What follows belongs to an exercise in optimizing a design on an open flow for small area, a short achievable clock period and few clock cycles per item; a production flow would make more cautious choices.
In this exercise RTL edits were held to simulation tests only and were not proved equivalent to the original.
Power figures rest on the tool's default switching activity, not on a simulated workload.

build 88:
// cobs_enc
module cobs_enc (
    input  wire       clk,
    input  wire       rst,           
    input  wire       in_valid,
    output wire       in_ready,
    input  wire [7:0] in_data,
    input  wire       in_last,       
    input  wire       in_empty,      
    input  wire       in_pre,        
    input  wire       in_cs,         
    output reg        out_valid,
    input  wire       out_ready,
    output reg  [7:0] out_data,
    output reg        out_last       
);
For scale: ~1,800 cells after synthesis, roughly 690 flip-flops, ~27 I/O pins.
clock: 8.0 ns
lec_check: 0
cap_margin: 20
core_margin: 2
core_utilization: 40
cts_buf_list: sky130_fd_sc_hd__clkbuf_8
cts_cluster_size: 24
setup_slack_margin: 5
slew_margin: 20
tns_end_percent: 10
run.sh (not shown) runs the stock make flow with config.mk's settings and CLKGATE_MAP_FILE= SYNTH_SCRIPT=/design/flow/synth_recipe.tcl, a recipe that flattens the netlist after the stock synthesis.
Testbench counts of build 88, summed over its fixed seeds: cycles 22,869, bytes 21,605.
Modified inputs, build 18 compared to build 88
# build 88
export LEC_CHECK = 0
export CAP_MARGIN = 20
export CORE_MARGIN = 2
export CORE_UTILIZATION = 40
export CTS_BUF_LIST = sky130_fd_sc_hd__clkbuf_8
export CTS_CLUSTER_SIZE = 24
export SETUP_SLACK_MARGIN = 5
export SLEW_MARGIN = 20
export TNS_END_PERCENT = 10
create_clock -name core_clock -period 8.0 [get_ports {clk}]
# build 18
export LEC_CHECK = 0
export CAP_MARGIN = 20
export CORE_MARGIN = 2
export CORE_UTILIZATION = 50
export CTS_BUF_LIST = sky130_fd_sc_hd__clkbuf_16
export CTS_CLUSTER_DIAMETER = 80
export CTS_CLUSTER_SIZE = 20
export SLEW_MARGIN = 20
create_clock -name core_clock -period 8.0 [get_ports {clk}]
==> flow/flow/run.sh (new file) <==
#!/bin/bash
# Layout flow: the standard flow (standard.sh, unchanged synthesis) with
# a tighter setup target for the repair steps, resizing not held to the
# original cell footprint, and port buffers from a faster buffer cell.
set -euo pipefail
bash standard.sh \
    SETUP_SLACK_MARGIN=5.2 \
    MATCH_CELL_FOOTPRINT=0 \
    "BUFFER_PORTS_ARGS=-buffer_cell sky130_fd_sc_hd__buf_4" \
    finish > standard_flow.log 2>&1
==> flow/standard.sh (new file) <==
#!/bin/bash
# synth_recipe.tcl (not shown) runs the flow's synth.tcl, then flattens the netlist and writes it again
# the make line also repeats each setting of config.mk as NAME=value (left out here)
make -C /OpenROAD-flow-scripts/flow DESIGN_CONFIG=/design/flow/config.mk WORK_HOME=/design/flow/orfs CLKGATE_MAP_FILE= SYNTH_SCRIPT=/design/flow/synth_recipe.tcl "${@:-finish}"
removed: flow/run.sh
==> notes.md <==
Worst setup slack up 0.14 ns in build 18 wrt build 88. Going from build 88 to build 18, fmax grew by about 5%; total chip power down about 10%; sequential share of layout area moved up. Of the two values seen for capture point of the worst path, out_data[6] was produced by build 18 and lits_nz by build 88. [build 18] area taken by multi-input logic gates rose about 2.6% relative to build 88. Looking at total routing resource utilization after global routing, build 18 sits 5.1 points higher than build 88 does. Between build 88 and build 18, the difference in register cell area after layout is negligible.
diff inputs: build 18 => build 11
# build 18
export LEC_CHECK = 0
export CAP_MARGIN = 20
export CORE_MARGIN = 2
export CORE_UTILIZATION = 50
export CTS_BUF_LIST = sky130_fd_sc_hd__clkbuf_16
export CTS_CLUSTER_DIAMETER = 80
export CTS_CLUSTER_SIZE = 20
export SLEW_MARGIN = 20
create_clock -name core_clock -period 8.0 [get_ports {clk}]
# build 11
export LEC_CHECK = 0
export CAP_MARGIN = 20
export CORE_MARGIN = 2
export CORE_UTILIZATION = 40
export CTS_BUF_LIST = sky130_fd_sc_hd__clkbuf_16
export CTS_CLUSTER_DIAMETER = 80
export CTS_CLUSTER_SIZE = 20
export SETUP_SLACK_MARGIN = 5
export SLEW_MARGIN = 20
create_clock -name core_clock -period 8.0 [get_ports {clk}]
==> flow/run.sh (new file) <==
#!/bin/bash
# synth_recipe.tcl (not shown) runs the flow's synth.tcl, then flattens the netlist and writes it again
# the make line also repeats each setting of config.mk as NAME=value (left out here)
make -C /OpenROAD-flow-scripts/flow DESIGN_CONFIG=/design/flow/config.mk WORK_HOME=/design/flow/orfs CLKGATE_MAP_FILE= SYNTH_SCRIPT=/design/flow/synth_recipe.tcl finish
removed: flow/flow/run.sh
removed: flow/standard.sh
Findings:
Multi-input combinational cell area (build 11 vs. build 18) decreases by a few percent. ~same setup TNS in build 18 and build 11. In the tables for build 18 and build 11, clock-buffer cell count reads higher with build 18. The leakage power of build 11 falls short of that of build 18 by about 2%. Combined global-route utilization of all metal layers in build 11 is 5.6 points lower than in build 18. In the tables for build 18 and build 11, cell area reads higher with build 18. The met1 layer usage reported by global route number comes out higher for build 18 vs build 11. Route | build 11 vs build 18 | wire shorter in build 11. From build 18 to build 11 the numbers moved as follows: detailed-route via count shrank by 211, hold slack lower.
Inputs modified between build 11 and build 93:
# build 11
export LEC_CHECK = 0
export CAP_MARGIN = 20
export CORE_MARGIN = 2
export CORE_UTILIZATION = 40
export CTS_BUF_LIST = sky130_fd_sc_hd__clkbuf_16
export CTS_CLUSTER_DIAMETER = 80
export CTS_CLUSTER_SIZE = 20
export SETUP_SLACK_MARGIN = 5
export SLEW_MARGIN = 20
create_clock -name core_clock -period 8.0 [get_ports {clk}]
# build 93
export LEC_CHECK = 0
export CAP_MARGIN = 20
export CORE_MARGIN = 2
export CORE_UTILIZATION = 40
export CTS_BUF_LIST = sky130_fd_sc_hd__clkbuf_16
export CTS_CLUSTER_DIAMETER = 80
export CTS_CLUSTER_SIZE = 20
export SLEW_MARGIN = 20
create_clock -name core_clock -period 8.0 [get_ports {clk}]
==> flow/flow/run.sh (new file) <==
#!/bin/bash
# Layout flow: the standard flow (standard.sh, unchanged synthesis) with
# a tighter setup target for the repair steps, resizing not held to the
# original cell footprint, and port buffers from a faster buffer cell.
set -euo pipefail
bash standard.sh \
    SETUP_SLACK_MARGIN=5.4 \
    MATCH_CELL_FOOTPRINT=0 \
    "BUFFER_PORTS_ARGS=-buffer_cell sky130_fd_sc_hd__buf_4" \
    finish > standard_flow.log 2>&1
==> flow/standard.sh (new file) <==
#!/bin/bash
# synth_recipe.tcl (not shown) runs the flow's synth.tcl, then flattens the netlist and writes it again
# the make line also repeats each setting of config.mk as NAME=value (left out here)
make -C /OpenROAD-flow-scripts/flow DESIGN_CONFIG=/design/flow/config.mk WORK_HOME=/design/flow/orfs CLKGATE_MAP_FILE= SYNTH_SCRIPT=/design/flow/synth_recipe.tcl "${@:-finish}"
removed: flow/run.sh
Relative to build 11, area growth from synthesis to final layout increased by 4.2 points in build 93.
Final-layout non-clock buffer area share came out higher on build 93 than on build 11.
Final net count for build 93 is higher than for build 11.
Combinational fraction of design power: build 93 vs build 11 up 1.7 points
Relative to build 11, critical path depth has increased by 5 in build 93.
In build 93 the share of cell area taken by flip-flops and latches turned out 2.3 points lower than in build 11.
Between build 11 and build 93, the cell count went up.
Fmax for build 93 is higher than for build 11.
Delta (build 93 minus build 11): tightest slew margin relative to the limit saw an increase; post-cts sizing count saw an increase; global-route wire length before repair saw an increase.

## port drivers added, routing unchanged
The flow's constraints put no driver on any port. The routed layouts listed below were extracted and timed again, unchanged, in two steps.
Step 1 assumes that a clkbuf_16 drives the clock port and a buf_2 every other input.
Step 2 adds t to the input delays and takes it off the output delays; t is the mean of the earliest and latest rising clock arrival at the registers after step 1. Input paths then give back, and output paths get back, about the clock's delay inside the block.
Three values: ideal ports, drivers, drivers and shift; two values: the first two.
run	t (ns)	setup WS [ns]	worst setup path after step 2	cell pins on the clock port's net
build 88	0.766	4.967 / 4.915 / 4.309	input to register	1
build 18	0.647	5.107 / 5.107 / 4.810	input to register	1
build 11	0.655	5.039 / 4.972 / 4.440	input to register	1
build 93	0.644	5.101 / 5.101 / 4.891	input to register	1
After both steps setup and hold are still met in every run listed. The setup slack of build 88, which loses most, moves by -0.052 ns with the drivers and by -0.658 ns with both steps.
